What follows belongs to an exercise in optimizing a design on an open flow for small area, a short achievable clock period and few clock cycles; a production flow would make more cautious choices. No run shown here included a check of the RTL's function; only the layout flow was run. No activity file was given, so power comes from the tool's default toggle rates.

==> flow/design.v <==
module soul_va (
    input  wire         clk,
    input  wire         rst,         
    input  wire         cmd_valid,
    output wire         cmd_ready,
    input  wire [127:0] cmd,
    output reg          rsp_valid,
    output wire [127:0] rsp
);
    localparam NV = 8;
    integer i, j;
    reg [15:0]      slot_ch   [0:NV-1];
    reg [31:0]      slot_note [0:NV-1];
    reg [NV-1:0]    fresh_q;
    reg [NV-1:0]    zero_q;          
    reg [NV-1:0]    active_q;
    reg             all_active_q;    
    reg [NV*NV-1:0] older_q;         
    reg [NV-1:0]    oldest_q;        
    reg          in_v_q;
    reg  [2:0]   in_op_q;        
    reg          in_on_q;        
    reg          in_off_q;       
    reg          in_a0_q;        
    reg  [15:0]  in_ch_q;
    reg  [31:0]  in_a_q;
    reg  [31:0]  in_b_q;
    reg          in_nan_q;       
    reg  [NV-1:0] pc_ch_q;       
    reg  [NV-1:0] pc_lo_q;       
    reg  [NV-1:0] pc_hi_q;       
    reg          stolen_q;       
    reg          ready_q;
    reg  [2:0]   rsp_kind_q;
    reg  [2:0]   rsp_port_q;
    reg  [15:0]  rsp_ch_q;
    reg  [31:0]  rsp_a_q;
    reg  [31:0]  rsp_b_q;
    reg  [NV-1:0] pend_q;
    reg          free_q;         
    assign cmd_ready = ready_q;
    assign rsp = {5'b10010, rsp_kind_q, 5'd0, rsp_port_q, rsp_ch_q, rsp_a_q, rsp_b_q, 32'd0};
    function many8(input [NV-1:0] x);    
        reg seen;
        integer n;
        begin
            seen  = 1'b0;
            many8 = 1'b0;
            for (n = 0; n < NV; n = n + 1) begin
                many8 = many8 | (seen & x[n]);
                seen  = seen | x[n];
            end
        end
    endfunction
    function [2:0] pe8(input [NV-1:0] x);
        pe8 = x[0] ? 3'd0 : x[1] ? 3'd1 : x[2] ? 3'd2 : x[3] ? 3'd3 :
              x[4] ? 3'd4 : x[5] ? 3'd5 : x[6] ? 3'd6 : 3'd7;
    endfunction
    function [2:0] enc8(input [NV-1:0] oh);
        enc8 = {|oh[7:4], oh[7] | oh[6] | oh[3] | oh[2], oh[7] | oh[5] | oh[3] | oh[1]};
    endfunction
    wire [7:0]  cmd_op  = cmd[127:120];
    wire [15:0] cmd_ch  = cmd[111:96];
    wire [31:0] cmd_a   = cmd[95:64];
    wire [31:0] cmd_b   = cmd[63:32];
    wire cmd_va     = (cmd_op[7:3] == 5'b00010) && (cmd_op[2:0] <= 3'd4);
    wire cmd_noteon = (cmd_op == 8'h10);
    wire cmd_a0     = (cmd_a[30:0] == 31'd0);
    wire is_on  = in_on_q;
    wire is_off = in_off_q;
    wire [NV-1:0] hits = pc_ch_q & ~({NV{is_off}} & ~(pc_lo_q & pc_hi_q & {NV{!in_nan_q}}));
    wire          any_hit   = |hits;
    wire [NV-1:0] hits_rest = hits & ~(hits & (~hits + 1'b1));
    wire [NV-1:0] pend_rest = pend_q & ~(pend_q & (~pend_q + 1'b1));
    wire          hits_many = many8(hits);
    wire          pend_many = many8(pend_q);
    wire one_free   = (active_q == 8'b01111111) || (active_q == 8'b10111111) ||
                      (active_q == 8'b11011111) || (active_q == 8'b11101111) ||
                      (active_q == 8'b11110111) || (active_q == 8'b11111011) ||
                      (active_q == 8'b11111101) || (active_q == 8'b11111110);
    wire steal      = is_on && all_active_q && !stolen_q;      
    wire go_on      = in_v_q && is_on && free_q && !steal;     
    wire go_off     = in_v_q && is_off && free_q;              
    wire load_steal = in_v_q && free_q && steal;
    wire fw_ch = (cmd_ch == in_ch_q);
    wire fw_lo = (cmd_a[15:0] == in_a_q[15:0]);
    wire fw_hi = (cmd_a[30:16] == in_a_q[30:16]) && (in_a0_q || (cmd_a[31] == in_a_q[31]));
    reg [NV-1:0] cmd_pc_ch, cmd_pc_lo, cmd_pc_hi;
    always @* begin
        for (i = 0; i < NV; i = i + 1) begin
            if (go_on && oldest_q[i]) begin
                cmd_pc_ch[i] = fw_ch;
                cmd_pc_lo[i] = fw_lo;
                cmd_pc_hi[i] = fw_hi;
            end else if (fresh_q[i]) begin
                cmd_pc_ch[i] = (cmd_ch == 16'd0);
                cmd_pc_lo[i] = cmd_a0;
                cmd_pc_hi[i] = 1'b1;
            end else begin
                cmd_pc_ch[i] = (cmd_ch == slot_ch[i]);
                cmd_pc_lo[i] = (cmd_a[15:0] == slot_note[i][15:0]);
                cmd_pc_hi[i] = (cmd_a[30:16] == slot_note[i][30:16]) &&
                               (zero_q[i] || (cmd_a[31] == slot_note[i][31]));
            end
        end
    end
    reg [15:0] vic_ch;
    reg [31:0] vic_note;
    always @* begin
        vic_ch   = 16'd0;
        vic_note = 32'd0;
        for (i = 0; i < NV; i = i + 1) begin
            vic_ch   = vic_ch   | ({16{oldest_q[i]}} & slot_ch[i]);
            vic_note = vic_note | ({32{oldest_q[i]}} & slot_note[i]);
        end
    end
    function older(input integer a, input integer b);    
        older = (a < b) ? older_q[a*NV+b] : !older_q[b*NV+a];
    endfunction
    wire          any_miss = !any_hit;
    wire [NV-1:0] hit_low  = hits & (~hits + 1'b1);
    reg  [NV-1:0] second, off_oldest;
    reg           rest_active;
    always @* begin
        for (i = 0; i < NV; i = i + 1) begin
            second[i] = !oldest_q[i];
            for (j = 0; j < NV; j = j + 1)
                if (j != i) second[i] = second[i] & (older(i, j) || oldest_q[j]);
        end
        rest_active = 1'b1;
        for (j = 0; j < NV; j = j + 1)
            rest_active = rest_active & (active_q[j] || hits[j]);
        for (i = 0; i < NV; i = i + 1) begin
            off_oldest[i] = !active_q[i] || any_miss;
            for (j = 0; j < NV; j = j + 1)
                if (j != i) off_oldest[i] = off_oldest[i] & (older(i, j) || hits[j]);
            off_oldest[i] = hits[i] ? (hit_low[i] && rest_active) : off_oldest[i];
        end
    end
    reg [NV*NV-1:0] older_d;
    wire [NV-1:0]   oldest_d = go_on ? second : go_off ? off_oldest : oldest_q;
    always @* begin
        older_d = older_q;
        for (i = 0; i < NV; i = i + 1)
            for (j = i + 1; j < NV; j = j + 1) begin
                if (go_on) begin
                    if (oldest_q[i])      older_d[i*NV+j] = 1'b0;
                    else if (oldest_q[j]) older_d[i*NV+j] = 1'b1;
                end else if (go_off) begin
                    if (hits[i] && hits[j]) older_d[i*NV+j] = 1'b1;
                    else if (hits[i])       older_d[i*NV+j] = active_q[j];
                    else if (hits[j])       older_d[i*NV+j] = !active_q[i];
                end
            end
    end
    wire take      = ready_q && cmd_valid;
    wire consume   = is_on ? (free_q && !steal) : (free_q || !any_hit);
    wire in_v_d    = take ? cmd_va : (in_v_q && !consume);
    wire stolen_d  = !take && (load_steal || (stolen_q && !go_on));
    wire free_d    = free_q ? (!in_v_q || is_on || !hits_many) : !pend_many;
    wire all_act_d = go_on ? (all_active_q || one_free) :
                     go_off ? (all_active_q && !any_hit) : all_active_q;
    wire ready_d   = take ? (!cmd_va || (free_d && !(cmd_noteon && all_act_d)))
                          : (!in_v_q || consume ||
                             (is_on ? (load_steal || (free_d && !(all_active_q && !stolen_q)))
                                    : free_d));
    always @(posedge clk) begin
        if (ready_q) begin
            in_op_q  <= cmd_op[2:0];
            in_on_q  <= (cmd_op[2:0] == 3'd0);
            in_off_q <= (cmd_op[2:0] == 3'd1);
            in_a0_q  <= cmd_a0;
            in_ch_q  <= cmd_ch;
            in_a_q   <= cmd_a;
            in_b_q   <= cmd_b;
            in_nan_q <= (&cmd_a[30:23]) && (|cmd_a[22:0]);
            pc_ch_q  <= cmd_pc_ch;
            pc_lo_q  <= cmd_pc_lo;
            pc_hi_q  <= cmd_pc_hi;
        end
        if (free_q) begin
            rsp_ch_q   <= steal ? vic_ch   : in_ch_q;
            rsp_a_q    <= steal ? vic_note : in_a_q;
            rsp_kind_q <= steal ? 3'd1 : in_op_q;
        end
        rsp_b_q    <= (free_q && is_on && !steal) ? in_b_q : 32'd0;
        rsp_port_q <= free_q ? (is_on ? enc8(oldest_q) : pe8(hits)) : pe8(pend_q);
        for (i = 0; i < NV; i = i + 1) begin
            if (go_on && oldest_q[i]) begin
                slot_ch[i]   <= in_ch_q;
                slot_note[i] <= in_a_q;
                zero_q[i]    <= in_a0_q;
            end
        end
        if (rst) begin
            in_v_q       <= 1'b0;
            stolen_q     <= 1'b0;
            ready_q      <= 1'b1;
            rsp_valid    <= 1'b0;
            pend_q       <= {NV{1'b0}};
            free_q       <= 1'b1;
            active_q     <= {NV{1'b0}};
            all_active_q <= 1'b0;
            fresh_q      <= {NV{1'b1}};
            oldest_q     <= {{(NV-1){1'b0}}, 1'b1};
            for (i = 0; i < NV; i = i + 1)
                for (j = 0; j < NV; j = j + 1)
                    older_q[i*NV+j] <= (i < j);
        end else begin
            in_v_q       <= in_v_d;
            stolen_q     <= stolen_d;
            ready_q      <= ready_d;
            rsp_valid    <= !free_q || (in_v_q && (is_on || any_hit));
            pend_q       <= free_q ? ({NV{in_v_q && !is_on}} & hits_rest) : pend_rest;
            free_q       <= free_d;
            all_active_q <= all_act_d;
            if (go_on)
                active_q <= active_q | oldest_q;
            else if (go_off)
                active_q <= active_q & ~hits;
            if (go_on)
                fresh_q <= fresh_q & ~oldest_q;
            older_q      <= older_d;
            oldest_q     <= oldest_d;
        end
    end
endmodule
==> flow/flow/run.sh <==
#!/bin/bash
# Layout flow: the standard ORFS flow (standard.sh, unchanged synthesis),
# with the port buffers made of plain buffers (sky130_fd_sc_hd__buf_4)
# instead of the delay cells buffer_ports picks by default. Every port still
# gets its own buffer. The full make output goes to flow_make.log here; each
# ORFS step also keeps its own log under orfs/logs/.
set -euo pipefail
bash standard.sh "BUFFER_PORTS_ARGS=-buffer_cell sky130_fd_sc_hd__buf_4" finish > flow_make.log 2>&1
==> flow/standard.sh <==
#!/bin/bash
# synth_recipe.tcl (not shown) runs the flow's synth.tcl, then flattens the netlist and writes it again
# the make line also repeats each setting of config.mk as NAME=value (left out here)
make -C /OpenROAD-flow-scripts/flow DESIGN_CONFIG=/design/flow/config.mk WORK_HOME=/design/flow/orfs CLKGATE_MAP_FILE= SYNTH_SCRIPT=/design/flow/synth_recipe.tcl "${@:-finish}"
==> flow/config.mk <==
export PLATFORM = sky130hd
export DESIGN_NAME = soul_va
export DESIGN_NICKNAME = soul_va
export VERILOG_FILES = /design/flow/design.v
export SDC_FILE = /design/flow/constraint.sdc
export NUM_CORES = 4
export LEC_CHECK = 0
export ABC_CLOCK_PERIOD_IN_PS = 2500
export CAP_MARGIN = 20
export CORE_MARGIN = 2
export CORE_UTILIZATION = 55
export CTS_BUF_LIST = sky130_fd_sc_hd__clkbuf_8 sky130_fd_sc_hd__clkbuf_16
export CTS_CLUSTER_DIAMETER = 80
export CTS_CLUSTER_SIZE = 16
export SETUP_SLACK_MARGIN = 3.6
export SLEW_MARGIN = 20
export TNS_END_PERCENT = 100
==> flow/constraint.sdc <==
create_clock -name core_clock -period 6.0 [get_ports {clk}]
set_input_delay 1.2000 -clock core_clock [delete_from_list [all_inputs] [get_ports {clk}]]
set_output_delay 1.2000 -clock core_clock [all_outputs]
set_load 0.01 [all_outputs]
==> results.sh, run 1 <==
export IMPL_ys_ff_latch=654
export IMPL_cp_slowest_stage_delay_ns=0.74
export IMPL_synthSimpleGateAreaFrac=0.08201
export IMPL_syn_to_final_growth_pct=13.62
export IMPL_groute_usage_overall=0.3398
export IMPL_cts_tree="done"
export IMPL_io_buffers=178
export IMPL_die_area_sq_um=57070
export IMPL_regArea_sq_um=18660
export IMPL_yosysTopAreaCellShare=0.5482
export IMPL_synthMuxAreaShare=0.01023
export IMPL_rsz0062_at_grt="true"
export IMPL_worst_setup_path_type="reg2reg"
export IMPL_cts_root_buffer="clkbuf_16"
export IMPL_synth_common_cells="edfxtp_1, xor2_1, clkbuf_1"
export IMPL_fill_cells=4319
export IMPL_setup_tns_ns=0
export IMPL_setup_viol=0
export IMPL_worstMarginPinSlew_ns=1.043
export IMPL_grt_pass1_wl_um=142500
export IMPL_dieHeight_um=238.9
export IMPL_end_kind="register"
export IMPL_netlist_area_sq_um=30350
export IMPL_clock_latency_ns=0.64
export IMPL_critPathArrivalTime_ns=3.03
export IMPL_synth_fa_ha_area_frac=0.0009895
export IMPL_post_route_min_period_ns=2.551
export IMPL_h_tree_depth=2
export IMPL_wl_per_cell_um=29.82
export IMPL_yosysWarnings=3
export IMPL_timing_final_crit_share=0.4252
export IMPL_power_density_nw_per_um2=247.8
export IMPL_fin_util=0.6295
export IMPL_dp_slack_ns=2.501
export IMPL_fmax_mhz=392.0
export IMPL_vias_per_cell=6.618
export IMPL_status="complete, no violations"
export IMPL_drc=0
export IMPL_worstSetupStartpointType="register"
export IMPL_cp_max_fo=5
export IMPL_setup_slack_ns=3.449
export IMPL_synth_area_leader_cell="edfxtp_1"
export IMPL_final_max_slew_viol_count=0
export IMPL_layout_drive_gt1_share=0.1581
export IMPL_total_leakage_power_nw=12.30
export IMPL_synth_xor_area_share=0.1250
export IMPL_fin_skew_ns=0.03931
export IMPL_hold_viol_final=0
export IMPL_synth_cell_types=70
export IMPL_grt_pass1_vias=21120
export IMPL_synthArstFlopShare=0
export IMPL_totalWireLength_um=98000
export IMPL_vias=21750
export IMPL_ant_nets=0
export IMPL_cts_clk_slew_worst_paths_ns=0.08
export IMPL_die_w_um=238.9
export IMPL_antenna_found_initial=0
export IMPL_synth_enable_flop_cells=554
export IMPL_synth_flop_cell="edfxtp_1"
export IMPL_synth_compound_area_frac=0.1324
export IMPL_synth_top_family_by_area="compound AO/OA/AOI/OAI gates"
export IMPL_core_rowCount=86
export IMPL_core_area_sq_um=54770
export IMPL_crit_family="simple AND/OR/NAND/NOR gates"
export IMPL_design_area_sq_um=34480
export IMPL_ir_drop_uv=253.4
export IMPL_cts_buffers=47
export IMPL_drtIter0Drc=2659
export IMPL_avgSynthCellArea_sq_um=12.64
export IMPL_cts_buffer_depth=3
export IMPL_hpwl_um=59640
export IMPL_ys_seq_area_frac=0.6142
export IMPL_maxCapViolCount=0
export IMPL_grt_start_max_net_pins=62
export IMPL_hp_class="reg2reg"
export IMPL_fin_nets=2673
export IMPL_drtPass1Iterations=8
export IMPL_path_buf_inv=1
export IMPL_relSlewSlack=0.3050
export IMPL_synth_most_common_cell="edfxtp_1"
export IMPL_initial_utilization=0.5541
export IMPL_placed_cell_area_sq_um=32170
export IMPL_io_pin_count=261
export IMPL_place_gp_congestion=0.9646
export IMPL_cts_sinks=654
export IMPL_grt_ovfl_total=0
export IMPL_yosys_top_cells_area="edfxtp_1, xor2_1, dfxtp_1"
export IMPL_multi_input_area_sq_um=11200
export IMPL_crit_chain="buf_6, and4b_1, nor3_2, a2111oi_4, nand2_1, nor3_1, or4_1"
export IMPL_critPathRequiredTime_ns=6.48
export IMPL_cpMaxStageDelayCell="nor3_2"
export IMPL_synthCells=2401
==> registers in the layout, indices dropped and copies added, names as in the netlist, 3 cells and up <==
register / count
slot_note: 256
slot_ch: 128
in_a_q: 32
in_b_q: 32
rsp_a_q: 32
rsp_b_q: 32
older_q: 28
in_ch_q: 16
rsp_ch_q: 16
active_q: 8
fresh_q: 8
oldest_q: 8
pc_ch_q: 8
pc_hi_q: 8
pc_lo_q: 8
zero_q: 8
pend_q: 7
in_op_q: 3
rsp_kind_q: 3
rsp_port_q: 3
==> timing repair <==
| action | CTS | global route |
|---|---|---|
| hold buffers | 0 | 0 |
| pin swaps | 11 | 7 |
| gates resized for setup | 79 | 40 |
| cloned | 9 | 0 |
| buffers inserted | 32 | 11 |
| hold endpoints to repair | 0 | 0 |
| endpoints found under the setup margin | 525 | 127 |
==> stage by stage <==
stage,instances,total power [W],hold WS [ns]
final,3286,0.008543,0.4330
after global placement,3145,0.005532,0.4236
after floorplan,2441,0.005374,0.4203
after CTS,3274,0.008564,0.4377
after global routing,3285,0.008767,0.4516
after detailed placement,3145,0.005535,0.4245
==> cell families after synthesis <==
kind of cell | count (synthesis)
compound gates | 578
xor+xnor | 433
fa+ha+maj | 3
buf+inv | 237
flops | 654
mux | 31
other cells | 2
simple gates | 463
==> metal layers <==
| layer | vias to the layer above | global-route usage | part of all wire |
|---|---|---|---|
| met5 | - | 0 | 0 |
| met4 | 0 | 0.1242 | 0.034 |
| met3 | 212 | 0.05370 | 0.091 |
| li1 | 9346 | - | - |
| met1 | 10950 | 0.4737 | 0.40 |
| met2 | 1236 | 0.5413 | 0.47 |
==> where the power goes <==
| group | internal, W | leakage (nW) | switching (W) |
|---|---|---|---|
| clock | 0.00148 | 0.813 | 0.00161 |
| combinational | 0.000165 | 5.40 | 0.000256 |
| sequential | 0.00496 | 6.08 | 0.0000600 |
==> worst paths after layout <==
kind | slack, ns | depth (start not counted) | end | startpoint
worst max register to register | 3.45 | 7 | oldest_q[0] | in_nan_q
worst max-delay path | 3.45 | 7 | oldest_q[0] | in_nan_q
worst min-delay path | 0.43 | 1 | rsp_b_q[20] | in_b_q[20]
worst min register to register | 0.43 | 1 | rsp_b_q[20] | in_b_q[20]
==> cells in the final DEF (no fill, tap or decap), types with 51 or more instances in the layout <==
cell type,synthesis,routed
o21ai_0,92,88
nor3_1,57,53
inv_1,24,54
a221oi_1,52,51
edfxtp_1,554,554
buf_4,42,228
nor4_1,109,91
a31oi_1,54,54
nor2_1,60,56
dfxtp_1,100,89
a22o_1,51,51
xor2_1,392,392
nand2_1,94,84
a22oi_1,108,108
a21oi_1,64,55
==> layout make-up <==
cell class / count / area share
Timing Repair Buffer: 252 / 0.06169
Timing Repair inverter: 5 / 0.001016
Clock buffer: 49 / 0.03556
Tap cell: 704 / 0.02555
Sequential cell: 654 / 0.5413
Clock inverter: 39 / 0.005044
Inverter: 31 / 0.005008
Multi-Input combinational cell: 1551 / 0.3247
Antenna cell: 1 / 0.00007258
==> run 2: changes to the inputs <==
--- a/flow/config.mk
+++ b/flow/config.mk
@@ -12,6 +12,6 @@
 export CTS_BUF_LIST = sky130_fd_sc_hd__clkbuf_8 sky130_fd_sc_hd__clkbuf_16
 export CTS_CLUSTER_DIAMETER = 80
 export CTS_CLUSTER_SIZE = 16
-export SETUP_SLACK_MARGIN = 3.6
+export SETUP_SLACK_MARGIN = 3.75
 export SLEW_MARGIN = 20
 export TNS_END_PERCENT = 100
==> results.sh, run 2 <==
export IMPL_status="complete, no violations"
export IMPL_cts_buffers=47
export IMPL_drtPass1Iterations=8
export IMPL_cts_clk_slew_worst_paths_ns=0.08
export IMPL_setup_tns_ns=0
export IMPL_ir_drop_uv=206.3
export IMPL_cpMaxStageDelayCell="dfxtp_1"
export IMPL_total_leakage_power_nw=12.73
export IMPL_worstSetupStartpointType="register"
export IMPL_grt_pass1_wl_um=144000
export IMPL_wl_per_cell_um=30.51
export IMPL_ys_ff_latch=654
export IMPL_synth_cell_types=70
export IMPL_end_kind="register"
export IMPL_place_gp_congestion=0.9378
export IMPL_hpwl_um=59610
export IMPL_die_w_um=238.9
export IMPL_core_area_sq_um=54770
export IMPL_totalWireLength_um=101300
export IMPL_cts_root_buffer="clkbuf_16"
export IMPL_cts_tree="done"
export IMPL_top_regs="slot_note: 256 flops, slot_ch: 128 flops"
export IMPL_core_rowCount=86
export IMPL_post_route_min_period_ns=2.443
export IMPL_hold_viol_final=0
export IMPL_ctsHoldBuffers=0
export IMPL_cts_sinks=654
export IMPL_layout_drive_gt1_share=0.2213
export IMPL_cts_buffer_depth=3
export IMPL_final_cell_mix="edfxtp_1, xor2_1, buf_4, a22oi_1, buf_6"
export IMPL_initial_utilization=0.5541
export IMPL_netlist_area_sq_um=30350
export IMPL_rsz0062_at_grt="true"
export IMPL_setup_viol=0
export IMPL_grt_pass1_vias=21220
export IMPL_dieHeight_um=238.9
export IMPL_synth_most_common_cell="edfxtp_1"
export IMPL_synth_enable_flop_cells=554
export IMPL_cp_slowest_stage_delay_ns=0.75
export IMPL_yosys_top_cells_area="edfxtp_1, xor2_1, dfxtp_1"
export IMPL_yosysWarnings=3
export IMPL_fin_skew_ns=0.02604
export IMPL_die_area_sq_um=57070
export IMPL_ys_seq_area_frac=0.6142
export IMPL_drtIter0Drc=3175
export IMPL_largest_reg_flops=256
export IMPL_dp_cells=3145
export IMPL_final_common_cell="edfxtp_1"
export IMPL_final_max_slew_viol_count=0
export IMPL_cp_max_fo=9
export IMPL_vias_per_cell=6.699
export IMPL_antenna_found_initial=3
export IMPL_synth_area_leader_cell="edfxtp_1"
export IMPL_avgSynthCellArea_sq_um=12.64
export IMPL_grt_ovfl_total=0
export IMPL_maxCapViolCount=0
export IMPL_grt_start_max_net_pins=68
export IMPL_diodes=0
export IMPL_crit_family="simple AND/OR/NAND/NOR gates"
export IMPL_drc=0
export IMPL_power_density_nw_per_um2=237.4
export IMPL_worstMarginPinSlew_ns=0.8113
export IMPL_worst_setup_path_type="reg2reg"
export IMPL_crit_chain="nand4_1, nor4b_1, or4_1, o21ai_1, a221oi_4, a211oi_1"
export IMPL_relSlewSlack=0.4591
export IMPL_syn_to_final_growth_pct=18.40
export IMPL_vias=22240
export IMPL_placed_cell_area_sq_um=32450
export IMPL_hp_class="reg2reg"
export IMPL_fin_nets=2717
export IMPL_timing_final_crit_share=0.4072
export IMPL_synthCells=2401
export IMPL_synth_flop_cell="edfxtp_1"
export IMPL_io_buffers=178
export IMPL_top_register="slot_note"
export IMPL_h_tree_depth=2
export IMPL_io_pin_count=261
export IMPL_groute_usage_overall=0.3457
export IMPL_synth_common_cells="edfxtp_1, xor2_1, clkbuf_1"
export IMPL_fmax_mhz=409.3
export IMPL_critPathArrivalTime_ns=2.94
export IMPL_path_buf_inv=0
export IMPL_synthArstFlopShare=0
export IMPL_clock_latency_ns=0.62
export IMPL_yosysTopAreaCellShare=0.5482
export IMPL_critPathRequiredTime_ns=6.50
export IMPL_final_cell_count_no_fill=3320
export IMPL_design_area_sq_um=35930
export IMPL_ant_nets=0
## run 2: cell counts after synthesis
No cell type changed its count.
## run 2: through the flow
stage	total power, W	setup slack [ns]	hold WS (ns)	util
floorplan	0.005389	3.552	0.4203	-
CTS	0.008540	3.571	0.4402	0.6437
detailed placement	0.005536	2.612	0.4273	0.5925
finish	0.008529	3.557	0.4379	0.6560
global placement	0.005533	2.598	0.4233	0.5924
global route	0.008734	3.483	0.4561	0.6560
## run 2: layout make-up
type,count,area (sq um)
clock buffers,48,1201
clock inverters,31,146.4
fillers,4175,18840
inverters,31,202.7
multi-input cells,1554,11880
flip-flops and latches,654,18710
well taps,704,880.8
repair buffers,293,2873
repair inverters,5,37.54
## run 2: kinds of logic (layout without fill, tap and decap cells)
group	count (synthesis)	in the layout	synth area share
other	2	42	0.0002475
buffers and inverters	237	408	0.03496
DFF	654	654	0.6142
xor gates and xnor gates	433	433	0.1250
muxes	31	31	0.01023
and+or+nand+nor	463	467	0.08201
adders and majority gates	3	3	0.0009896
AOI/OAI and AO/OA	578	578	0.1324
## run 2: where the power goes
part	switching [W]	internal, W
Sequential	0.0000636	0.00496
Clock	0.00160	0.00145
Combinational	0.000269	0.000182
## run 2: what timing repair did
action	in CTS	in global routing
cloned	9	1
endpoints found under the setup margin	662	266
gates resized for setup	231	113
setup buffers	63	23
endpoints found under the hold margin	0	0
pin swaps	35	33
## run 2: final timing paths
check               end  slack [ns]  cells after the start         from
max             ready_q        3.56                      6  active_q[6]
min          rsp_b_q[6]        0.44                      1    in_b_q[6]
max reg2reg     ready_q        3.56                      6  active_q[6]
min reg2reg  rsp_b_q[6]        0.44                      1    in_b_q[6]
## run 2: metal layers
metal  share of wire  GRT usage
met5         0.00018          0
met4           0.036     0.1140
met3            0.11    0.06005
met2            0.46     0.5341
met1            0.40     0.4984
==> run 3: changes to the inputs <==
==> flow/config.mk (replaced) <==
export PLATFORM = sky130hd
export DESIGN_NAME = soul_va
export DESIGN_NICKNAME = soul_va
export VERILOG_FILES = /design/flow/design.v
export SDC_FILE = /design/flow/constraint.sdc
export NUM_CORES = 4
export LEC_CHECK = 0
export ABC_CLOCK_PERIOD_IN_PS = 1500
export CAP_MARGIN = 20
export CORE_MARGIN = 2
export CORE_UTILIZATION = 70
export CTS_BUF_LIST = sky130_fd_sc_hd__clkbuf_8 sky130_fd_sc_hd__clkbuf_16
export CTS_CLUSTER_DIAMETER = 80
export CTS_CLUSTER_SIZE = 16
export SETUP_SLACK_MARGIN = 3.6
export SLEW_MARGIN = 20
export TNS_END_PERCENT = 100
==> results.sh, run 3 <==
export IMPL_cts_clk_slew_worst_paths_ns=0.08
export IMPL_critPathRequiredTime_ns=6.45
export IMPL_post_route_min_period_ns=2.490
export IMPL_wl_per_cell_um=30.10
export IMPL_yosysTopAreaCellShare=0.5482
export IMPL_final_common_cell="edfxtp_1"
export IMPL_power_density_nw_per_um2=246.1
export IMPL_worstSetupStartpointType="input pin"
export IMPL_worstMarginPinSlew_ns=1.094
export IMPL_synthArstFlopShare=0
export IMPL_status="complete, no violations"
export IMPL_final_cell_mix="edfxtp_1, xor2_1, buf_4, a22oi_1, nor4_1"
export IMPL_die_area_sq_um=45030
export IMPL_end_kind="register"
export IMPL_totalWireLength_um=94770
export IMPL_grt_pass1_wl_um=137100
export IMPL_cp_max_fo=11
export IMPL_io_pin_count=261
export IMPL_cts_buffer_depth=3
export IMPL_cp_slowest_stage_delay_ns=0.57
export IMPL_synth_enable_flop_cells=554
export IMPL_ys_ff_latch=654
export IMPL_ant_nets=0
export IMPL_rrSetupSlack_ns=3.57
export IMPL_grt_start_max_net_pins=67
export IMPL_setup_viol=0
export IMPL_grt_pass1_vias=21240
export IMPL_die_w_um=212.2
export IMPL_rr_worst_depth=6
export IMPL_core_rowCount=76
export IMPL_setup_tns_ns=0
export IMPL_diodes=0
export IMPL_clock_latency_ns=0.62
export IMPL_hpwl_um=57170
export IMPL_grt_ovfl_total=0
export IMPL_layout_drive_gt1_share=0.1556
export IMPL_vias=22620
export IMPL_relSlewSlack=0.2709
export IMPL_fin_skew_ns=0.02612
export IMPL_drtIter0Drc=4040
export IMPL_cts_buffers=46
export IMPL_timing_final_crit_share=0.4149
export IMPL_fin_nets=2666
export IMPL_total_leakage_power_nw=12.21
export IMPL_synth_common_cells="edfxtp_1, xor2_1, clkbuf_1"
export IMPL_final_max_slew_viol_count=0
export IMPL_top_register="slot_note"
export IMPL_synth_area_leader_cell="edfxtp_1"
export IMPL_crit_chain="buf_4, xor2_1, nor4_1, nand4_1, nor2_1, a21oi_2, a21oi_1"
export IMPL_largest_reg_flops=256
export IMPL_fmax_mhz=401.7
export IMPL_hold_path_depth=1
export IMPL_rsz0062_at_grt="true"
export IMPL_worst_setup_path_type="in2reg"
export IMPL_synth_most_common_cell="edfxtp_1"
export IMPL_ys_seq_area_frac=0.6142
export IMPL_top_regs="slot_note: 256 flops, slot_ch: 128 flops"
export IMPL_initial_utilization=0.7076
export IMPL_vias_per_cell=7.182
export IMPL_netlist_area_sq_um=30350
export IMPL_ir_drop_uv=282.3
export IMPL_core_area_sq_um=42890
export IMPL_place_gp_congestion=0.9558
export IMPL_antenna_found_initial=0
export IMPL_path_buf_inv=1
export IMPL_crit_reg2reg_launch="in_nan_q"
export IMPL_critPathArrivalTime_ns=2.94
export IMPL_crit_family="simple AND/OR/NAND/NOR gates"
export IMPL_r2r_end="oldest_q[0]"
export IMPL_fill_cells=2431
export IMPL_cts_root_buffer="clkbuf_16"
export IMPL_cts_sinks=654
export IMPL_cpMaxStageDelayCell="nor4_1"
export IMPL_drtPass1Iterations=14
export IMPL_p_total_w=0.008413
export IMPL_syn_to_final_growth_pct=12.62
export IMPL_hold_viol_final=0
export IMPL_setup_slack_ns=3.510
export IMPL_synth_flop_cell="edfxtp_1"
export IMPL_synth_cell_types=70
export IMPL_ctsHoldBuffers=0
export IMPL_h_tree_depth=2
export IMPL_hp_class="reg2reg"
export IMPL_groute_usage_overall=0.4160
export IMPL_min_to="rsp_b_q[2]"
export IMPL_dp_slack_ns=2.275
export IMPL_dieHeight_um=212.2
export IMPL_io_buffers=178
export IMPL_drc=0
export IMPL_yosys_top_cells_area="edfxtp_1, xor2_1, dfxtp_1"
export IMPL_avgSynthCellArea_sq_um=12.64
export IMPL_maxCapViolCount=0
export IMPL_synthCells=2401
export IMPL_cts_tree="done"
export IMPL_worstHoldStart="in_b_q[2]"
export IMPL_path_depth=7
export IMPL_yosysWarnings=3
==> run 3: area by class of cell <==
type                    count  area [sq um]  area share
flip-flops and latches    654         18660      0.5461
multi-input cells        1553         11220      0.3282
repair buffers            247          2078     0.06081
clock buffers              47          1176     0.03441
well taps                 585         732.0     0.02142
inverters                  31         165.2    0.004832
clock inverters            30         133.9    0.003917
repair inverters            2         12.51   0.0003661
==> run 3: worst register-to-register path, cell delays in order, from the launching register on <==
cell and delay (ns):
edfxtp_1 0.49, and4b_1 0.30, nor3_1 0.63, nor4_2 0.14
nand2_1 0.21, nor3_1 0.09, or4_1 0.46
==> run 3: report_power, final <==
part | total [W] | internal (W) | switching, W
sequential | 0.00503 | 0.00496 | 0.0000608
clock | 0.00296 | 0.00142 | 0.00154
combinational | 0.000428 | 0.000165 | 0.000263
total | 0.00841 | 0.00655 | 0.00187
==> run 3: layer usage <==
layer | GRT usage | part of all wire | routed length [um]
met1 | 0.5657 | 0.35 | 33350
met2 | 0.6485 | 0.46 | 43980
met3 | 0.1009 | 0.14 | 12870
met4 | 0.1743 | 0.048 | 4577
met5 | 0 | 0 | 0
==> run 3: what timing repair did <==
item | CTS | global route
endpoints found under the setup margin | 505 | 98
gates resized for setup | 64 | 42
gates cloned | 4 | 1
pin swaps | 8 | 10
hold endpoints to repair | 0 | 0
setup buffers | 26 | 16
==> run 3: cell families (layout without fill, tap and decap cells) <==
group	count (synthesis)	count (layout)	synth area share
flops	654	654	0.6142
simple gates	463	466	0.08201
xor+xnor	433	433	0.1250
fa+ha+maj	3	3	0.0009896
other cells	2	42	0.0002475
mux	31	31	0.01023
buf+inv	237	357	0.03496
compound gates	578	578	0.1324
==> run 3: stage by stage <==
step | std cells | cell area [sq um] | utilization | hold WS (ns)
final | 3149 | 34180 | 0.7969 | 0.4394
after global routing | 3149 | 34180 | 0.7969 | 0.4531
after global placement | 3025 | 32020 | 0.7467 | 0.4222
after floorplan | 2441 | 30910 | - | 0.4203
after CTS | 3132 | 33850 | 0.7894 | 0.4410
after detailed placement | 3025 | 32030 | 0.7468 | 0.4245
==> run 3: how the worst max path moves through the flow <==
stage	slack, ns	endpoint	startpoint
2_1_floorplan	3.54	slot_ch[4][0]	free_q
6_report	3.51	pc_lo_q[6]	cmd[67]
3_3_place_gp	2.37	slot_ch[4][10]	free_q
4_1_cts	3.54	oldest_q[0]	in_off_q
5_1_grt	3.49	oldest_q[0]	in_nan_q
3_5_place_dp	2.27	slot_ch[4][10]	free_q
==> run 4: changes to the inputs <==
--- a/flow/design.v
+++ b/flow/design.v
@@ -26,9 +26,8 @@
     reg  [31:0]  in_a_q;
     reg  [31:0]  in_b_q;
     reg          in_nan_q;       
-    reg  [NV-1:0] pc_ch_q;       
-    reg  [NV-1:0] pc_lo_q;       
-    reg  [NV-1:0] pc_hi_q;       
+    reg  [2*NV-1:0] pc_ch_q;     
+    reg  [4*NV-1:0] pc_nt_q;     
     reg          stolen_q;       
     reg          ready_q;
     reg  [2:0]   rsp_kind_q;
@@ -68,7 +67,10 @@
     wire cmd_a0     = (cmd_a[30:0] == 31'd0);
     wire is_on  = in_on_q;
     wire is_off = in_off_q;
-    wire [NV-1:0] hits = pc_ch_q & ~({NV{is_off}} & ~(pc_lo_q & pc_hi_q & {NV{!in_nan_q}}));
+    wire [NV-1:0] ch_eq = pc_ch_q[NV-1:0] & pc_ch_q[2*NV-1:NV];
+    wire [NV-1:0] nt_eq = pc_nt_q[NV-1:0] & pc_nt_q[2*NV-1:NV] & pc_nt_q[3*NV-1:2*NV] &
+                          pc_nt_q[4*NV-1:3*NV];
+    wire [NV-1:0] hits  = ch_eq & ~({NV{is_off}} & ~(nt_eq & {NV{!in_nan_q}}));
     wire          any_hit   = |hits;
     wire [NV-1:0] hits_rest = hits & ~(hits & (~hits + 1'b1));
     wire [NV-1:0] pend_rest = pend_q & ~(pend_q & (~pend_q + 1'b1));
@@ -82,25 +84,31 @@
     wire go_on      = in_v_q && is_on && free_q && !steal;     
     wire go_off     = in_v_q && is_off && free_q;              
     wire load_steal = in_v_q && free_q && steal;
-    wire fw_ch = (cmd_ch == in_ch_q);
-    wire fw_lo = (cmd_a[15:0] == in_a_q[15:0]);
-    wire fw_hi = (cmd_a[30:16] == in_a_q[30:16]) && (in_a0_q || (cmd_a[31] == in_a_q[31]));
-    reg [NV-1:0] cmd_pc_ch, cmd_pc_lo, cmd_pc_hi;
+    wire [1:0] fw_ch = {cmd_ch[15:8] == in_ch_q[15:8], cmd_ch[7:0] == in_ch_q[7:0]};
+    wire [3:0] fw_nt = {(cmd_a[30:24] == in_a_q[30:24]) && (in_a0_q || (cmd_a[31] == in_a_q[31])),
+                        cmd_a[23:16] == in_a_q[23:16], cmd_a[15:8] == in_a_q[15:8],
+                        cmd_a[7:0] == in_a_q[7:0]};
+    wire [1:0] z_ch  = {cmd_ch[15:8] == 8'd0, cmd_ch[7:0] == 8'd0};
+    wire [3:0] z_nt  = {cmd_a[30:24] == 7'd0, cmd_a[23:16] == 8'd0, cmd_a[15:8] == 8'd0,
+                        cmd_a[7:0] == 8'd0};
+    reg [2*NV-1:0] cmd_pc_ch;
+    reg [4*NV-1:0] cmd_pc_nt;
     always @* begin
         for (i = 0; i < NV; i = i + 1) begin
             if (go_on && oldest_q[i]) begin
-                cmd_pc_ch[i] = fw_ch;
-                cmd_pc_lo[i] = fw_lo;
-                cmd_pc_hi[i] = fw_hi;
+                {cmd_pc_ch[NV+i], cmd_pc_ch[i]} = fw_ch;
+                {cmd_pc_nt[3*NV+i], cmd_pc_nt[2*NV+i], cmd_pc_nt[NV+i], cmd_pc_nt[i]} = fw_nt;
             end else if (fresh_q[i]) begin
-                cmd_pc_ch[i] = (cmd_ch == 16'd0);
-                cmd_pc_lo[i] = cmd_a0;
-                cmd_pc_hi[i] = 1'b1;
+                {cmd_pc_ch[NV+i], cmd_pc_ch[i]} = z_ch;
+                {cmd_pc_nt[3*NV+i], cmd_pc_nt[2*NV+i], cmd_pc_nt[NV+i], cmd_pc_nt[i]} = z_nt;
             end else begin
-                cmd_pc_ch[i] = (cmd_ch == slot_ch[i]);
-                cmd_pc_lo[i] = (cmd_a[15:0] == slot_note[i][15:0]);
-                cmd_pc_hi[i] = (cmd_a[30:16] == slot_note[i][30:16]) &&
-                               (zero_q[i] || (cmd_a[31] == slot_note[i][31]));
+                cmd_pc_ch[i]      = (cmd_ch[7:0]  == slot_ch[i][7:0]);
+                cmd_pc_ch[NV+i]   = (cmd_ch[15:8] == slot_ch[i][15:8]);
+                cmd_pc_nt[i]      = (cmd_a[7:0]   == slot_note[i][7:0]);
+                cmd_pc_nt[NV+i]   = (cmd_a[15:8]  == slot_note[i][15:8]);
+                cmd_pc_nt[2*NV+i] = (cmd_a[23:16] == slot_note[i][23:16]);
+                cmd_pc_nt[3*NV+i] = (cmd_a[30:24] == slot_note[i][30:24]) &&
+                                    (zero_q[i] || (cmd_a[31] == slot_note[i][31]));
             end
         end
     end
@@ -114,31 +122,8 @@
             vic_note = vic_note | ({32{oldest_q[i]}} & slot_note[i]);
         end
     end
-    function older(input integer a, input integer b);    
-        older = (a < b) ? older_q[a*NV+b] : !older_q[b*NV+a];
-    endfunction
-    wire          any_miss = !any_hit;
-    wire [NV-1:0] hit_low  = hits & (~hits + 1'b1);
-    reg  [NV-1:0] second, off_oldest;
-    reg           rest_active;
-    always @* begin
-        for (i = 0; i < NV; i = i + 1) begin
-            second[i] = !oldest_q[i];
-            for (j = 0; j < NV; j = j + 1)
-                if (j != i) second[i] = second[i] & (older(i, j) || oldest_q[j]);
-        end
-        rest_active = 1'b1;
-        for (j = 0; j < NV; j = j + 1)
-            rest_active = rest_active & (active_q[j] || hits[j]);
-        for (i = 0; i < NV; i = i + 1) begin
-            off_oldest[i] = !active_q[i] || any_miss;
-            for (j = 0; j < NV; j = j + 1)
-                if (j != i) off_oldest[i] = off_oldest[i] & (older(i, j) || hits[j]);
-            off_oldest[i] = hits[i] ? (hit_low[i] && rest_active) : off_oldest[i];
-        end
-    end
     reg [NV*NV-1:0] older_d;
-    wire [NV-1:0]   oldest_d = go_on ? second : go_off ? off_oldest : oldest_q;
+    reg [NV-1:0]    oldest_d;
     always @* begin
         older_d = older_q;
         for (i = 0; i < NV; i = i + 1)
@@ -152,6 +137,13 @@
                     else if (hits[j])       older_d[i*NV+j] = !active_q[i];
                 end
             end
+        for (i = 0; i < NV; i = i + 1) begin
+            oldest_d[i] = 1'b1;
+            for (j = 0; j < NV; j = j + 1) begin
+                if (j > i) oldest_d[i] = oldest_d[i] & older_d[i*NV+j];
+                if (j < i) oldest_d[i] = oldest_d[i] & !older_d[j*NV+i];
+            end
+        end
     end
     wire take      = ready_q && cmd_valid;
     wire consume   = is_on ? (free_q && !steal) : (free_q || !any_hit);
@@ -175,8 +167,7 @@
             in_b_q   <= cmd_b;
             in_nan_q <= (&cmd_a[30:23]) && (|cmd_a[22:0]);
             pc_ch_q  <= cmd_pc_ch;
-            pc_lo_q  <= cmd_pc_lo;
-            pc_hi_q  <= cmd_pc_hi;
+            pc_nt_q  <= cmd_pc_nt;
         end
         if (free_q) begin
             rsp_ch_q   <= steal ? vic_ch   : in_ch_q;
==> results.sh, run 4 <==
export IMPL_status="complete, no violations"
export IMPL_hp_class="reg2reg"
export IMPL_grt_pass1_wl_um=137100
export IMPL_core_area_sq_um=43930
export IMPL_crit_reg2reg_launch="in_off_q"
export IMPL_synth_flop_cell="edfxtp_1"
export IMPL_ys_seq_area_frac=0.6260
export IMPL_cp_startpoint="in_off_q"
export IMPL_cts_buffers=48
export IMPL_layout_drive_gt1_share=0.1828
export IMPL_h_tree_depth=2
export IMPL_end_kind="register"
export IMPL_drtPass1Iterations=5
export IMPL_swShare=0.2163
export IMPL_vias=22770
export IMPL_antenna_found_initial=0
export IMPL_yosysWarnings=3
export IMPL_totalWireLength_um=95760
export IMPL_synth_common_cells="edfxtp_1, xnor2_1, clkbuf_1"
export IMPL_largest_reg_flops=256
export IMPL_regArea_sq_um=19390
export IMPL_synth_cell_types=78
export IMPL_dieHeight_um=214.2
export IMPL_wl_per_cell_um=30.38
export IMPL_design_area_sq_um=35540
export IMPL_fin_nets=2662
export IMPL_post_route_min_period_ns=2.563
export IMPL_cts_tree="done"
export IMPL_hpwl_um=56660
export IMPL_p_comb_frac=0.051
export IMPL_hold_viol_final=0
export IMPL_diodes=0
export IMPL_avgSynthCellArea_sq_um=13.17
export IMPL_grt_pass1_vias=21880
export IMPL_syn_to_final_growth_pct=14.91
export IMPL_cts_sinks=678
export IMPL_yosys_top_cells_area="edfxtp_1, xnor2_1, dfxtp_1"
export IMPL_final_common_cell="edfxtp_1"
export IMPL_yosysTopAreaCellShare=0.5612
export IMPL_critPathArrivalTime_ns=3.07
export IMPL_synth_most_common_cell="edfxtp_1"
export IMPL_netlist_area_sq_um=30930
export IMPL_top_regs="slot_note: 256 flops, slot_ch: 128 flops"
export IMPL_drc=0
export IMPL_power_density_nw_per_um2=244.6
export IMPL_final_max_slew_viol_count=0
export IMPL_worst_setup_path_type="reg2reg"
export IMPL_multi_input_area_sq_um=11300
export IMPL_ys_ff_latch=678
export IMPL_timing_final_crit_share=0.4272
export IMPL_final_cell_mix="edfxtp_1, xnor2_1, buf_4, a22oi_1, nand4_1"
export IMPL_worstMarginPinSlew_ns=1.116
export IMPL_synth_enable_flop_cells=578
export IMPL_top_register="slot_note"
export IMPL_worstSetupStartpointType="register"
export IMPL_clkPwrFrac=0.349
export IMPL_grt_ovfl_total=0
export IMPL_core_rowCount=77
export IMPL_critPathRequiredTime_ns=6.51
export IMPL_synth_area_leader_cell="edfxtp_1"
export IMPL_groute_usage_overall=0.3987
export IMPL_io_buffers=178
export IMPL_place_gp_congestion=1.012
export IMPL_setup_tns_ns=0
export IMPL_drtIter0Drc=3498
export IMPL_p_int_w=0.006813
export IMPL_ir_drop_uv=327.2
export IMPL_rsz0062_at_grt="true"
export IMPL_fmax_mhz=390.1
export IMPL_maxCapViolCount=0
export IMPL_ant_nets=0
export IMPL_clock_latency_ns=0.60
export IMPL_die_area_sq_um=45880
export IMPL_cts_clk_slew_worst_paths_ns=0.08
export IMPL_initial_utilization=0.7039
export IMPL_setup_viol=0
export IMPL_placed_cell_area_sq_um=32740
export IMPL_netSwitchingPower_w=0.001881
export IMPL_worstHoldStart="in_b_q[19]"
export IMPL_cts_buffer_depth=3
export IMPL_pwr_share_seq=0.600
export IMPL_fill_cells=2478
export IMPL_cts_root_buffer="clkbuf_16"
export IMPL_synthArstFlopShare=0
export IMPL_total_leakage_power_nw=12.15
export IMPL_grt_start_max_net_pins=112
export IMPL_io_pin_count=261
export IMPL_cp_max_fo=5
export IMPL_die_w_um=214.2
export IMPL_relSlewSlack=0.2547
export IMPL_fin_skew_ns=0.01992
export IMPL_synthCells=2349
export IMPL_vias_per_cell=7.222
## run 4: changes by cell type after synthesis, sizes merged, moves of 30 or more
cell    previous run  this run
a211oi             4        52
nor4             110        41
nand4             32        93
mux2i             31         0
xor2             392        83
xnor2             41       349
o21ai            103        24
a21oi             64        94
## run 4: layer usage
| layer | GRT usage | wire, um | up-vias |
|---|---|---|---|
| met5 | 0 | 0 | - |
| met2 | 0.6208 | 44300 | 1924 |
| met4 | 0.1674 | 4335 | 0 |
| met1 | 0.5573 | 34660 | 11170 |
| li1 | - | - | 9344 |
| met3 | 0.07787 | 12460 | 329 |
## run 4: power by group through the flow
stage | logic [W] | registers [W] | clock network [W]
6_report | 0.000446 | 0.00521 | 0.00304
4_1_cts | 0.000435 | 0.00521 | 0.00304
5_1_grt | 0.000471 | 0.00522 | 0.00320
3_5_place_dp | 0.000427 | 0.00532 | 0
3_3_place_gp | 0.000420 | 0.00531 | 0
2_1_floorplan | 0.000295 | 0.00531 | 0
## run 4: layout make-up
| type | instances | area share |
|---|---|---|
| repair buffers | 287 | 0.06936 |
| clock buffers | 49 | 0.03450 |
| flip-flops and latches | 678 | 0.5456 |
| clock inverters | 30 | 0.003345 |
| inverters | 19 | 0.007464 |
| multi-input cells | 1494 | 0.3181 |
| well taps | 592 | 0.02084 |
| repair inverters | 3 | 0.0007394 |
## run 4: critical path, cell delays in order, from the launching register on
cell	delay [ns]
edfxtp_1	0.51
buf_6	0.18
nand3b_1	0.27
buf_6	0.21
o21ai_2	0.13
nor3_1	0.11
o32a_1	0.35
or4_4	0.54
o41ai_2	0.18
## run 4: kinds of logic after synthesis
kind of cell | share of synthesized area
buffers and inverters | 0.03224
DFF | 0.6260
AOI/OAI and AO/OA | 0.1408
muxes | 0.0003641
other | 0.0002428
and+or+nand+nor | 0.07679
xor gates and xnor gates | 0.1223
adders and majority gates | 0.001295
## run 4: metrics by stage
| step | instances | util | power, W | hold WS [ns] | setup WS (ns) |
|---|---|---|---|---|---|
| 2_1_floorplan | 2389 | - | 0.005604 | 0.4203 | 3.400 |
| 3_3_place_gp | 2992 | 0.7452 | 0.005735 | 0.4237 | 1.829 |
| 3_5_place_dp | 2992 | 0.7452 | 0.005747 | 0.4270 | 1.713 |
| 4_1_cts | 3123 | 0.7932 | 0.008688 | 0.4480 | 3.492 |
| 5_1_grt | 3152 | 0.8089 | 0.008888 | 0.4630 | 3.393 |
| 6_report | 3152 | 0.8089 | 0.008694 | 0.4469 | 3.437 |
## run 4: timing repair
| action | CTS | global route |
|---|---|---|
| buffers inserted | 52 | 22 |
| gates resized for setup | 80 | 75 |
| pin swaps | 8 | 12 |
| hold buffers | 0 | 0 |
| cloned | 0 | 7 |
| endpoints found under the setup margin | 534 | 94 |
## run 4: worst paths after layout
kind	endpoint	slack, ns	depth (start not counted)
worst min register to register	rsp_b_q[19]	0.45	1
worst max-delay path	oldest_q[0]	3.44	8
worst min-delay path	rsp_b_q[19]	0.45	1
worst max register to register	oldest_q[0]	3.44	8

## static timing again, ports no longer ideal
In the flow no input, the clock included, has a driving cell. The finished layouts below were timed again as built, in two steps.
Step 1 sets driving cells, clkbuf_16 on the clock port and buf_2 on the other inputs (assumed; they add their load-dependent delay and slew).
Step 2 moves the port delays by t, midway between the first and last clock arrival at a register: inputs arrive t later, outputs are due t later. That takes back most of the time a late clock gives input paths.
Slacks: no drivers / after step 1 / after step 2; pairs: no drivers / after step 1.
| run | t (ns) | setup WS [ns] | hold WS [ns] | worst setup path at the end | slew at the worst register clock pin (ns) |
|---|---|---|---|---|---|
| run 1 | 0.678 | 3.449 / 3.449 / 2.916 | 0.433 / 0.433 / 0.433 | input to register | 0.08 / 0.08 |
| run 2 | 0.673 | 3.557 / 3.539 / 3.087 | 0.438 / 0.438 / 0.438 | input to register | 0.08 / 0.08 |
| run 3 | 0.665 | 3.510 / 3.546 / 2.882 | 0.439 / 0.439 / 0.439 | input to register | 0.08 / 0.08 |
| run 4 | 0.655 | 3.437 / 3.437 / 2.941 | 0.447 / 0.447 / 0.447 | input to register | 0.08 / 0.08 |
After both steps every run listed still meets setup and hold. The setup slack of run 3, which loses most, moves by +0.036 ns with the drivers and by -0.628 ns with both steps.
